Context: an optimization exercise on an open-source flow, tuned for a short achievable clock period and few clock cycles. The choices shown serve that exercise and are no tape-out recipe. Only simulation tests tie the RTL to the original design; equivalence was not proved. Power and IR drop assume default switching activity.

==> inputs of amber <==
==> flow/design.v (excerpt) <==
module plio_dec (
    input  wire        clk,
    input  wire        rst,
    input  wire        go,
    input  wire        strict,
    input  wire [15:0] win_start,
    input  wire [15:0] win_count,
    input  wire [15:0] src_len,
    input  wire [15:0] dst_len,
    output reg         lm_re,
    output reg  [15:0] lm_addr,
    input  wire [15:0] lm_rdata,
    output reg         pm_we,
    output reg  [15:0] pm_addr,
    output reg  [31:0] pm_wdata,
    output reg         busy,
    output reg         done,
    output reg  [15:0] result,
    output reg  [3:0]  fcode,
    output reg  [31:0] finfo
);
==> flow/config.mk <==
export PLATFORM = sky130hd
export DESIGN_NAME = plio_dec
export DESIGN_NICKNAME = plio_dec
export VERILOG_FILES = /design/flow/design.v
export SDC_FILE = /design/flow/constraint.sdc
export NUM_CORES = 4
export LEC_CHECK = 0
export ABC_CLOCK_PERIOD_IN_PS = 2500
export CAP_MARGIN = 20
export CORE_MARGIN = 2
export CORE_UTILIZATION = 40
export SLEW_MARGIN = 20
==> flow/constraint.sdc <==
create_clock -name core_clock -period 12.0 [get_ports {clk}]
set_input_delay 2.4000 -clock core_clock [delete_from_list [all_inputs] [get_ports {clk}]]
set_output_delay 2.4000 -clock core_clock [all_outputs]
set_load 0.01 [all_outputs]
standard.sh (not shown) runs the stock make flow with config.mk's settings and CLKGATE_MAP_FILE= SYNTH_SCRIPT=/design/flow/synth_recipe.tcl, a recipe that flattens the netlist after the stock synthesis.
==> flow/flow/run.sh <==
#!/bin/bash
# The standard ORFS layout (the standard.sh) with three changes:
#  - ports are buffered with buf_4 rather than the smallest buffer (a delay
#    cell), so the port buffers do not add delay to the I/O paths;
#  - the resizer may change a cell's footprint (MATCH_CELL_FOOTPRINT 0);
#  - timing repair (after floorplan, CTS and global routing) aims for 8.5 ns
#    of setup slack, so that the design runs faster than the 12 ns clock.
# The SDC, clock period and I/O constraints are the design's, unchanged.
# The make output goes to standard.log; ORFS keeps each step's log in orfs/logs.
set -euo pipefail
export BUFFER_PORTS_ARGS="-buffer_cell sky130_fd_sc_hd__buf_4"
bash standard.sh SETUP_SLACK_MARGIN=8.5 MATCH_CELL_FOOTPRINT=0 finish > standard.log 2>&1
==> violet (differences from amber) <==
--- a/flow/design.v
+++ b/flow/design.v
@@ -47,28 +47,29 @@
     reg signed [17:0] P1;   
     reg        hv_chk;
     reg        hv_bad;
     reg [3:0]  hv_fc;
     reg [17:0] hv_fi;
     reg        strm;        
     reg        fstop;       
     reg        sre;         
+    reg [15:0] nxt;         
     reg        v1;          
     reg        vB;
     reg [15:0] wB;
     reg        p_run;       
     reg        p_one;       
     reg        p_hch;       
     reg        p_sh;        
     reg        p_hn;        
     reg        p_pn;        
     reg        p_dnz;       
-    reg signed [17:0] p_dm;  
-    reg signed [17:0] p_in;  
+    reg [11:0] p_dm;        
+    reg [11:0] p_in;        
     reg signed [17:0] ipB;   
     reg signed [17:0] ipB1;  
     reg signed [19:0] R;     
     reg signed [19:0] R1;    
     reg signed [17:0] S;     
     reg signed [17:0] S1;    
     reg        active;
     reg        sh_pend;
@@ -109,23 +110,36 @@
     wire c_f2   = S1[17];                 
     wire c_go   = vB && active;
     wire c_inst = c_go && !sh_pend;
     wire c_run  = p_run;
     wire c_hch  = p_hch;
     wire c_one  = p_one;
     wire c_dnz  = p_dnz;
     wire signed [31:0] d32 = {20'd0, dd};
-    wire signed [31:0] high_inc = high + d32;
-    wire signed [31:0] high_dec = high - d32;
+    wire [12:0] hl_add = {1'b0, high[11:0]} + {1'b0, dd};
+    wire [12:0] hl_sub = {1'b0, high[11:0]} - {1'b0, dd};
+    wire [19:0] hh_inc = high[31:12] + 20'd1;
+    wire [19:0] hh_dec = high[31:12] - 20'd1;
+    wire signed [31:0] high_inc = {hl_add[12] ? hh_inc : high[31:12], hl_add[11:0]};
+    wire signed [31:0] high_dec = {hl_sub[12] ? hh_dec : high[31:12], hl_sub[11:0]};
     wire signed [31:0] high_new = opc[0] ? high_dec : high_inc;
-    wire signed [17:0] dm18 = p_dm;
-    wire signed [17:0] inc18 = p_in;
-    wire signed [17:0] A2 = A + dm18;     
-    wire signed [17:0] B2 = B + dm18;
+    wire [11:0] dm18  = p_dm;
+    wire [11:0] inc18 = p_in;
+    function [17:0] add12;
+        input [17:0] x;
+        input [11:0] y;
+        reg   [12:0] lo;
+        begin
+            lo    = {1'b0, x[11:0]} + {1'b0, y};
+            add12 = {lo[12] ? x[17:12] + 6'd1 : x[17:12], lo[11:0]};
+        end
+    endfunction
+    wire signed [17:0] A2 = add12(A, dm18);   
+    wire signed [17:0] B2 = add12(B, dm18);
     wire A2n = A2[17];
     wire Bn  = B[17];
     wire B2n = B2[17];
     reg        e_push;
     reg        e_pix;
     reg        e_term;
     reg        e_ok;
     reg [3:0]  e_fc;
@@ -252,101 +266,96 @@
         end else begin
             done  <= fin_now;
             busy  <= start || (busy && !fin_now);
             pm_we <= w_write;
         end
     end
     always @(posedge clk) begin
         seq   <= {seq[6:1], 1'b0};
-        lm_re <= 1'b0;
-        sre   <= 1'b0;
+        lm_re   <= 1'b0;
+        sre     <= 1'b0;
+        lm_addr <= nxt;      
         if (!busy) begin
             c_strict <= strict;
             c_start  <= win_start;
             c_count  <= win_count;
             c_slen   <= src_len;
             c_dlen   <= dst_len;
-            result   <= 16'd0;
-            fcode    <= F_NONE;
-            finfo    <= 32'd0;
         end
         if (seq[1]) begin
             lm_re   <= 1'b1;
-            lm_addr <= 16'd1;
+            lm_addr <= 16'd3;
             c_cm1   <= c_count - 16'd1;
             A       <= -$signed({2'b00, c_start});
             B       <= -$signed({2'b00, c_start}) - $signed({2'b00, c_count});
             high    <= 32'sd1;
             sh_pend <= 1'b0;
             q_wp    <= 0;
             q_rp    <= 0;
             w_cur   <= 16'd0;
         end
         if (seq[2]) begin
             lm_re   <= 1'b1;
-            lm_addr <= 16'd3;
-        end
-        if (seq[3]) begin
-            lm_re   <= 1'b1;
             lm_addr <= 16'd4;
             h_ver   <= wB;
             legacy  <= $signed(wB) > 0;
         end
-        if (seq[4]) begin
+        if (seq[3]) begin
             h_len   <= wB;
             strm    <= 1'b1;
             sre     <= 1'b1;
             lm_re   <= 1'b1;
             lm_addr <= ds_w[15:0];
+            nxt     <= ds_w[15:0] + 16'd1;
         end
-        if (seq[5]) begin
+        if (seq[4]) begin
             h_lo <= wB;
             P0   <= $signed({{2{wB[15]}}, wB}) - ipB - 18'sd1;
             P1   <= $signed({{2{wB[15]}}, wB}) - ipB - 18'sd2;
             S    <= $signed({2'b00, c_slen}) - ipB - 18'sd1;
             S1   <= $signed({2'b00, c_slen}) - ipB - 18'sd2;
         end
-        if (seq[6]) begin
+        if (seq[5]) begin
             L_hi     <= {wB[15], wB} - {16'd0, h_lo[15]};
             h_hi_neg <= wB[15];
             if (legacy) begin
                 R  <= {{4{h_ver[15]}}, h_ver} - 20'sd4;
                 R1 <= {{4{h_ver[15]}}, h_ver} - 20'sd5;
             end else begin
                 R  <= rsat(wB, P0);
                 R1 <= rsat(wB, P1);
             end
             active <= 1'b1;
         end
-        if (seq[7]) begin
+        if (seq[6]) begin
             hv_chk <= 1'b1;
             hv_bad <= hv_bad_c;
             hv_fc  <= hv_fc_c;
             hv_fi  <= hv_fi_c;
         end else
             hv_chk <= 1'b0;
         if (fetch_ok) begin
             lm_re   <= 1'b1;
             sre     <= 1'b1;
-            lm_addr <= lm_addr + 16'd1;
+            nxt     <= nxt + 16'd1;
         end
         v1 <= sre;
         wB <= lm_rdata;
         vB <= v1;
         p_run <= r_run;
         p_one <= (r_opc[3:1] == 3'b011);
         p_hch <= (r_opc[3:1] == 3'b001) || (r_opc[3:1] == 3'b011);
         p_sh  <= (r_opc == 4'd1);
         p_hn  <= (r_opc == 4'd4);
         p_pn  <= (r_opc == 4'd5);
         p_dnz <= (r_d != 12'd0);
-        p_dm  <= r_run ? ({6'd0, r_d} - 18'sd1) : 18'sd0;
-        p_in  <= r_run ? {6'd0, r_d} : 18'sd1;
-        if (seq[4]) begin
+        p_dm  <= (r_run && r_d != 12'd0) ? r_d - 12'd1 : 12'd0;
+        p_in  <= r_run ? r_d : 12'd1;
+        if (seq[3]) begin
             ipB  <= ds_w;
             ipB1 <= ds_w + 18'sd1;
         end else if (vB) begin
             ipB  <= ipB1;
             ipB1 <= ipB1 + 18'sd1;
         end
         if (vB) begin
             R  <= R1;
@@ -360,18 +369,18 @@
         end
         if (c_inst && p_sh) begin
             sh_pend <= 1'b1;
             sh_d    <= dd;
         end
         if (c_inst && c_hch)
             high <= high_new;
         if (c_inst && (c_run || c_one)) begin
-            A <= A + inc18;
-            B <= B + inc18;
+            A <= add12(A, inc18);
+            B <= add12(B, inc18);
         end
         if (e_push && e_term) begin
             active <= 1'b0;
             fstop  <= 1'b1;
             t_ok   <= e_ok;
             t_fc   <= e_fc;
             t_fi   <= e_fi;
         end
@@ -382,21 +391,24 @@
         if (pv_valid)
             q_val[pv_slot] <= high;
         pv_valid <= q_push;
         pv_slot  <= q_wp;
         if (q_push)
             q_wp <= q_wp + 1'b1;
         if (q_pop)
             q_rp <= q_rp + 1'b1;
-        q_cnt <= q_cnt + q_push - q_pop;
+        if (e_push)
+            q_cnt <= (busy && w_free) ? q_cnt : q_cnt + 1'b1;
+        else if (q_pop)
+            q_cnt <= q_cnt - 1'b1;
+        pm_addr  <= w_cur;
+        pm_wdata <= (w_md == M_HIGH || (w_md == M_PNL && w_is_last)) ?
+                    (w_live ? high : w_val) : 32'd0;
         if (w_write) begin
-            pm_addr  <= w_cur;
-            pm_wdata <= (w_md == M_HIGH || (w_md == M_PNL && w_is_last)) ?
-                        (w_live ? high : w_val) : 32'd0;
             w_cur    <= w_cur + 16'd1;
             if (w_is_last && w_term)
                 fin_pend <= 1'b1;
         end
         if (w_live) begin
             w_val  <= high;
             w_live <= 1'b0;
         end
@@ -412,37 +424,42 @@
                 w_pix  <= q_pix[q_rp];
                 w_term <= q_term[q_rp];
                 w_last <= q_ls[q_rp];
                 w_md   <= q_md[q_rp];
                 w_val  <= (pv_valid && q_rp == pv_slot) ? high : q_val[q_rp];
             end
         end else if (busy && w_valid && w_is_last)
             w_valid <= 1'b0;
+        result <= 16'd0;
+        fcode  <= F_NONE;
+        finfo  <= 32'd0;
         if (fin_now) begin
             fin_pend <= 1'b0;
             if (hv_kill || fin_zero) begin
                 result <= 16'd0;
                 fcode  <= hv_kill ? hv_fc : F_NONE;
                 finfo  <= hv_kill ? {{14{hv_fi[17]}}, hv_fi} : 32'd0;
             end else begin
                 result <= t_ok ? c_count : 16'd0;
                 fcode  <= t_fc;
                 finfo  <= {{14{t_fi[17]}}, t_fi};
             end
             strm    <= 1'b0;
             fstop   <= 1'b1;
             active  <= 1'b0;
             w_valid <= 1'b0;
+            lm_re   <= 1'b1;
+            lm_addr <= 16'd2;
         end
         seq[1] <= start;
-        if (!busy) begin
+        if (!busy || rst) begin
             seq[7:2] <= 6'd0;
             lm_re    <= 1'b1;
-            lm_addr  <= 16'd2;
+            lm_addr  <= go ? 16'd1 : 16'd2;
             strm     <= 1'b0;
             fstop    <= 1'b0;
             active   <= 1'b0;
             hv_chk   <= 1'b0;
             q_cnt    <= 0;
             w_valid  <= 1'b0;
             fin_pend <= 1'b0;
         end
CORE_UTILIZATION = 65   (was 40)
CTS_CLUSTER_DIAMETER = 100   (was not set)
CTS_CLUSTER_SIZE = 30   (was not set)
PLACE_DENSITY = 0.75   (was not set)
==> lagoon (differences from amber) <==
--- a/flow/design.v
+++ b/flow/design.v
@@ -47,28 +47,29 @@
     reg signed [17:0] P1;   
     reg        hv_chk;
     reg        hv_bad;
     reg [3:0]  hv_fc;
     reg [17:0] hv_fi;
     reg        strm;        
     reg        fstop;       
     reg        sre;         
+    reg [15:0] nxt;         
     reg        v1;          
     reg        vB;
     reg [15:0] wB;
     reg        p_run;       
     reg        p_one;       
     reg        p_hch;       
     reg        p_sh;        
     reg        p_hn;        
     reg        p_pn;        
     reg        p_dnz;       
-    reg signed [17:0] p_dm;  
-    reg signed [17:0] p_in;  
+    reg [11:0] p_dm;        
+    reg [11:0] p_in;        
     reg signed [17:0] ipB;   
     reg signed [17:0] ipB1;  
     reg signed [19:0] R;     
     reg signed [19:0] R1;    
     reg signed [17:0] S;     
     reg signed [17:0] S1;    
     reg        active;
     reg        sh_pend;
@@ -109,23 +110,36 @@
     wire c_f2   = S1[17];                 
     wire c_go   = vB && active;
     wire c_inst = c_go && !sh_pend;
     wire c_run  = p_run;
     wire c_hch  = p_hch;
     wire c_one  = p_one;
     wire c_dnz  = p_dnz;
     wire signed [31:0] d32 = {20'd0, dd};
-    wire signed [31:0] high_inc = high + d32;
-    wire signed [31:0] high_dec = high - d32;
+    wire [12:0] hl_add = {1'b0, high[11:0]} + {1'b0, dd};
+    wire [12:0] hl_sub = {1'b0, high[11:0]} - {1'b0, dd};
+    wire [19:0] hh_inc = high[31:12] + 20'd1;
+    wire [19:0] hh_dec = high[31:12] - 20'd1;
+    wire signed [31:0] high_inc = {hl_add[12] ? hh_inc : high[31:12], hl_add[11:0]};
+    wire signed [31:0] high_dec = {hl_sub[12] ? hh_dec : high[31:12], hl_sub[11:0]};
     wire signed [31:0] high_new = opc[0] ? high_dec : high_inc;
-    wire signed [17:0] dm18 = p_dm;
-    wire signed [17:0] inc18 = p_in;
-    wire signed [17:0] A2 = A + dm18;     
-    wire signed [17:0] B2 = B + dm18;
+    wire [11:0] dm18  = p_dm;
+    wire [11:0] inc18 = p_in;
+    function [17:0] add12;
+        input [17:0] x;
+        input [11:0] y;
+        reg   [12:0] lo;
+        begin
+            lo    = {1'b0, x[11:0]} + {1'b0, y};
+            add12 = {lo[12] ? x[17:12] + 6'd1 : x[17:12], lo[11:0]};
+        end
+    endfunction
+    wire signed [17:0] A2 = add12(A, dm18);   
+    wire signed [17:0] B2 = add12(B, dm18);
     wire A2n = A2[17];
     wire Bn  = B[17];
     wire B2n = B2[17];
     reg        e_push;
     reg        e_pix;
     reg        e_term;
     reg        e_ok;
     reg [3:0]  e_fc;
@@ -252,101 +266,96 @@
         end else begin
             done  <= fin_now;
             busy  <= start || (busy && !fin_now);
             pm_we <= w_write;
         end
     end
     always @(posedge clk) begin
         seq   <= {seq[6:1], 1'b0};
-        lm_re <= 1'b0;
-        sre   <= 1'b0;
+        lm_re   <= 1'b0;
+        sre     <= 1'b0;
+        lm_addr <= nxt;      
         if (!busy) begin
             c_strict <= strict;
             c_start  <= win_start;
             c_count  <= win_count;
             c_slen   <= src_len;
             c_dlen   <= dst_len;
-            result   <= 16'd0;
-            fcode    <= F_NONE;
-            finfo    <= 32'd0;
         end
         if (seq[1]) begin
             lm_re   <= 1'b1;
-            lm_addr <= 16'd1;
+            lm_addr <= 16'd3;
             c_cm1   <= c_count - 16'd1;
             A       <= -$signed({2'b00, c_start});
             B       <= -$signed({2'b00, c_start}) - $signed({2'b00, c_count});
             high    <= 32'sd1;
             sh_pend <= 1'b0;
             q_wp    <= 0;
             q_rp    <= 0;
             w_cur   <= 16'd0;
         end
         if (seq[2]) begin
             lm_re   <= 1'b1;
-            lm_addr <= 16'd3;
-        end
-        if (seq[3]) begin
-            lm_re   <= 1'b1;
             lm_addr <= 16'd4;
             h_ver   <= wB;
             legacy  <= $signed(wB) > 0;
         end
-        if (seq[4]) begin
+        if (seq[3]) begin
             h_len   <= wB;
             strm    <= 1'b1;
             sre     <= 1'b1;
             lm_re   <= 1'b1;
             lm_addr <= ds_w[15:0];
+            nxt     <= ds_w[15:0] + 16'd1;
         end
-        if (seq[5]) begin
+        if (seq[4]) begin
             h_lo <= wB;
             P0   <= $signed({{2{wB[15]}}, wB}) - ipB - 18'sd1;
             P1   <= $signed({{2{wB[15]}}, wB}) - ipB - 18'sd2;
             S    <= $signed({2'b00, c_slen}) - ipB - 18'sd1;
             S1   <= $signed({2'b00, c_slen}) - ipB - 18'sd2;
         end
-        if (seq[6]) begin
+        if (seq[5]) begin
             L_hi     <= {wB[15], wB} - {16'd0, h_lo[15]};
             h_hi_neg <= wB[15];
             if (legacy) begin
                 R  <= {{4{h_ver[15]}}, h_ver} - 20'sd4;
                 R1 <= {{4{h_ver[15]}}, h_ver} - 20'sd5;
             end else begin
                 R  <= rsat(wB, P0);
                 R1 <= rsat(wB, P1);
             end
             active <= 1'b1;
         end
-        if (seq[7]) begin
+        if (seq[6]) begin
             hv_chk <= 1'b1;
             hv_bad <= hv_bad_c;
             hv_fc  <= hv_fc_c;
             hv_fi  <= hv_fi_c;
         end else
             hv_chk <= 1'b0;
         if (fetch_ok) begin
             lm_re   <= 1'b1;
             sre     <= 1'b1;
-            lm_addr <= lm_addr + 16'd1;
+            nxt     <= nxt + 16'd1;
         end
         v1 <= sre;
         wB <= lm_rdata;
         vB <= v1;
         p_run <= r_run;
         p_one <= (r_opc[3:1] == 3'b011);
         p_hch <= (r_opc[3:1] == 3'b001) || (r_opc[3:1] == 3'b011);
         p_sh  <= (r_opc == 4'd1);
         p_hn  <= (r_opc == 4'd4);
         p_pn  <= (r_opc == 4'd5);
         p_dnz <= (r_d != 12'd0);
-        p_dm  <= r_run ? ({6'd0, r_d} - 18'sd1) : 18'sd0;
-        p_in  <= r_run ? {6'd0, r_d} : 18'sd1;
-        if (seq[4]) begin
+        p_dm  <= (r_run && r_d != 12'd0) ? r_d - 12'd1 : 12'd0;
+        p_in  <= r_run ? r_d : 12'd1;
+        if (seq[3]) begin
             ipB  <= ds_w;
             ipB1 <= ds_w + 18'sd1;
         end else if (vB) begin
             ipB  <= ipB1;
             ipB1 <= ipB1 + 18'sd1;
         end
         if (vB) begin
             R  <= R1;
@@ -360,18 +369,18 @@
         end
         if (c_inst && p_sh) begin
             sh_pend <= 1'b1;
             sh_d    <= dd;
         end
         if (c_inst && c_hch)
             high <= high_new;
         if (c_inst && (c_run || c_one)) begin
-            A <= A + inc18;
-            B <= B + inc18;
+            A <= add12(A, inc18);
+            B <= add12(B, inc18);
         end
         if (e_push && e_term) begin
             active <= 1'b0;
             fstop  <= 1'b1;
             t_ok   <= e_ok;
             t_fc   <= e_fc;
             t_fi   <= e_fi;
         end
@@ -383,20 +392,20 @@
             q_val[pv_slot] <= high;
         pv_valid <= q_push;
         pv_slot  <= q_wp;
         if (q_push)
             q_wp <= q_wp + 1'b1;
         if (q_pop)
             q_rp <= q_rp + 1'b1;
         q_cnt <= q_cnt + q_push - q_pop;
+        pm_addr  <= w_cur;
+        pm_wdata <= (w_md == M_HIGH || (w_md == M_PNL && w_is_last)) ?
+                    (w_live ? high : w_val) : 32'd0;
         if (w_write) begin
-            pm_addr  <= w_cur;
-            pm_wdata <= (w_md == M_HIGH || (w_md == M_PNL && w_is_last)) ?
-                        (w_live ? high : w_val) : 32'd0;
             w_cur    <= w_cur + 16'd1;
             if (w_is_last && w_term)
                 fin_pend <= 1'b1;
         end
         if (w_live) begin
             w_val  <= high;
             w_live <= 1'b0;
         end
@@ -412,37 +421,42 @@
                 w_pix  <= q_pix[q_rp];
                 w_term <= q_term[q_rp];
                 w_last <= q_ls[q_rp];
                 w_md   <= q_md[q_rp];
                 w_val  <= (pv_valid && q_rp == pv_slot) ? high : q_val[q_rp];
             end
         end else if (busy && w_valid && w_is_last)
             w_valid <= 1'b0;
+        result <= 16'd0;
+        fcode  <= F_NONE;
+        finfo  <= 32'd0;
         if (fin_now) begin
             fin_pend <= 1'b0;
             if (hv_kill || fin_zero) begin
                 result <= 16'd0;
                 fcode  <= hv_kill ? hv_fc : F_NONE;
                 finfo  <= hv_kill ? {{14{hv_fi[17]}}, hv_fi} : 32'd0;
             end else begin
                 result <= t_ok ? c_count : 16'd0;
                 fcode  <= t_fc;
                 finfo  <= {{14{t_fi[17]}}, t_fi};
             end
             strm    <= 1'b0;
             fstop   <= 1'b1;
             active  <= 1'b0;
             w_valid <= 1'b0;
+            lm_re   <= 1'b1;
+            lm_addr <= 16'd2;
         end
         seq[1] <= start;
-        if (!busy) begin
+        if (!busy || rst) begin
             seq[7:2] <= 6'd0;
             lm_re    <= 1'b1;
-            lm_addr  <= 16'd2;
+            lm_addr  <= go ? 16'd1 : 16'd2;
             strm     <= 1'b0;
             fstop    <= 1'b0;
             active   <= 1'b0;
             hv_chk   <= 1'b0;
             q_cnt    <= 0;
             w_valid  <= 1'b0;
             fin_pend <= 1'b0;
         end
CORE_UTILIZATION = 65   (was 40)
PLACE_DENSITY = 0.75   (was not set)
==> summary.md <==
Wire segments on met2 add up to 61,500 um in the final route. The run finished with no timing, DRC or antenna violations. The flip-flop and latch area is 29,700 sq um. The library cells used most frequently in the layout, excluding fill and tap cells, are edfxtp_1 (841), nor2_1 (301), nand2_1 (256).

The critical path crosses 16 cells after its start point. In this run, power in the clock network comes to 3.32 mW. Counting cells, the worst reg-to-reg path comes to 16. The number of antenna diodes in the final layout is 2.

Power spread over the standard cell area amounts to 142 nW/um^2. The proportion of layout cells with a drive suffix above 1 works out to 22.6%. The pre-antenna-repair detailed-routing pass consisted of 6 iterations. Counting both buffers and inverters, the worst setup path holds a total of 5.
Source of the figures above: lagoon

==> summary.md <==
The clock network consumes a total of 1.86 mW. The number of antenna diodes in the final layout is 0. The flow ran to the end and the layout has no timing, DRC or antenna violations.

The detailed route wirelength on metal2 is 59,100 um, and the flip-flop and latch area is 29,700 sq um. The worst-case reg-to-reg path depth works out to 16. The areal power density over the cells works out to 121 nW/um^2.
Source of the figures above: violet

==> summary.md <==
The number of buffer and inverter instances along the worst setup path works out to 1. For the worst flop-to-flop path, the logic depth is 14. The repair_antennas step left the layout with diodes totalling 2. In the layout the commonest cells are edfxtp_1 (911), nor2_1 (282), buf_4 (266). The first detailed-routing pass took 7 iterations. The flow ran to the end and the layout has no timing, DRC or antenna violations. The flip-flop and latch area was 30,000 sq um. The post-route netlist has 22.4% of its cells at a drive strength greater than 1.
Source of the figures above: amber

Testbench counts of amber, summed over its fixed seeds: cycles 304,514.
Testbench counts of violet, summed over its fixed seeds: cycles 302,914.
Testbench counts of lagoon, summed over its fixed seeds: cycles 302,914.

## separate check: timing with driven ports
How much do the figures lean on ideal ports? The routed layouts below were timed once more, with nothing changed but the port constraints. Step 1, drivers: a clkbuf_16 drives clk and a buf_2 each remaining input, both assumed. Step 2 adds t to the input delays and takes it off the output delays; t is the mean of the earliest and latest rising clock arrival at the registers after step 1. Input paths then give back, and output paths get back, about the clock's delay inside the block. Slacks: ideal / step 1 / step 2; pairs: ideal / step 1.
run	t (ns)	setup WS [ns]	latest minus earliest clock arrival (ns)
amber	0.788	8.147 / 8.104 / 8.042	0.042 / 0.043
violet	0.697	8.366 / 8.298 / 7.914	0.023 / 0.023
lagoon	0.749	8.276 / 8.202 / 7.869	0.043 / 0.044
After both steps setup and hold are still met in every run listed. The setup slack of violet, which loses most, moves by -0.068 ns with the drivers and by -0.452 ns with both steps.
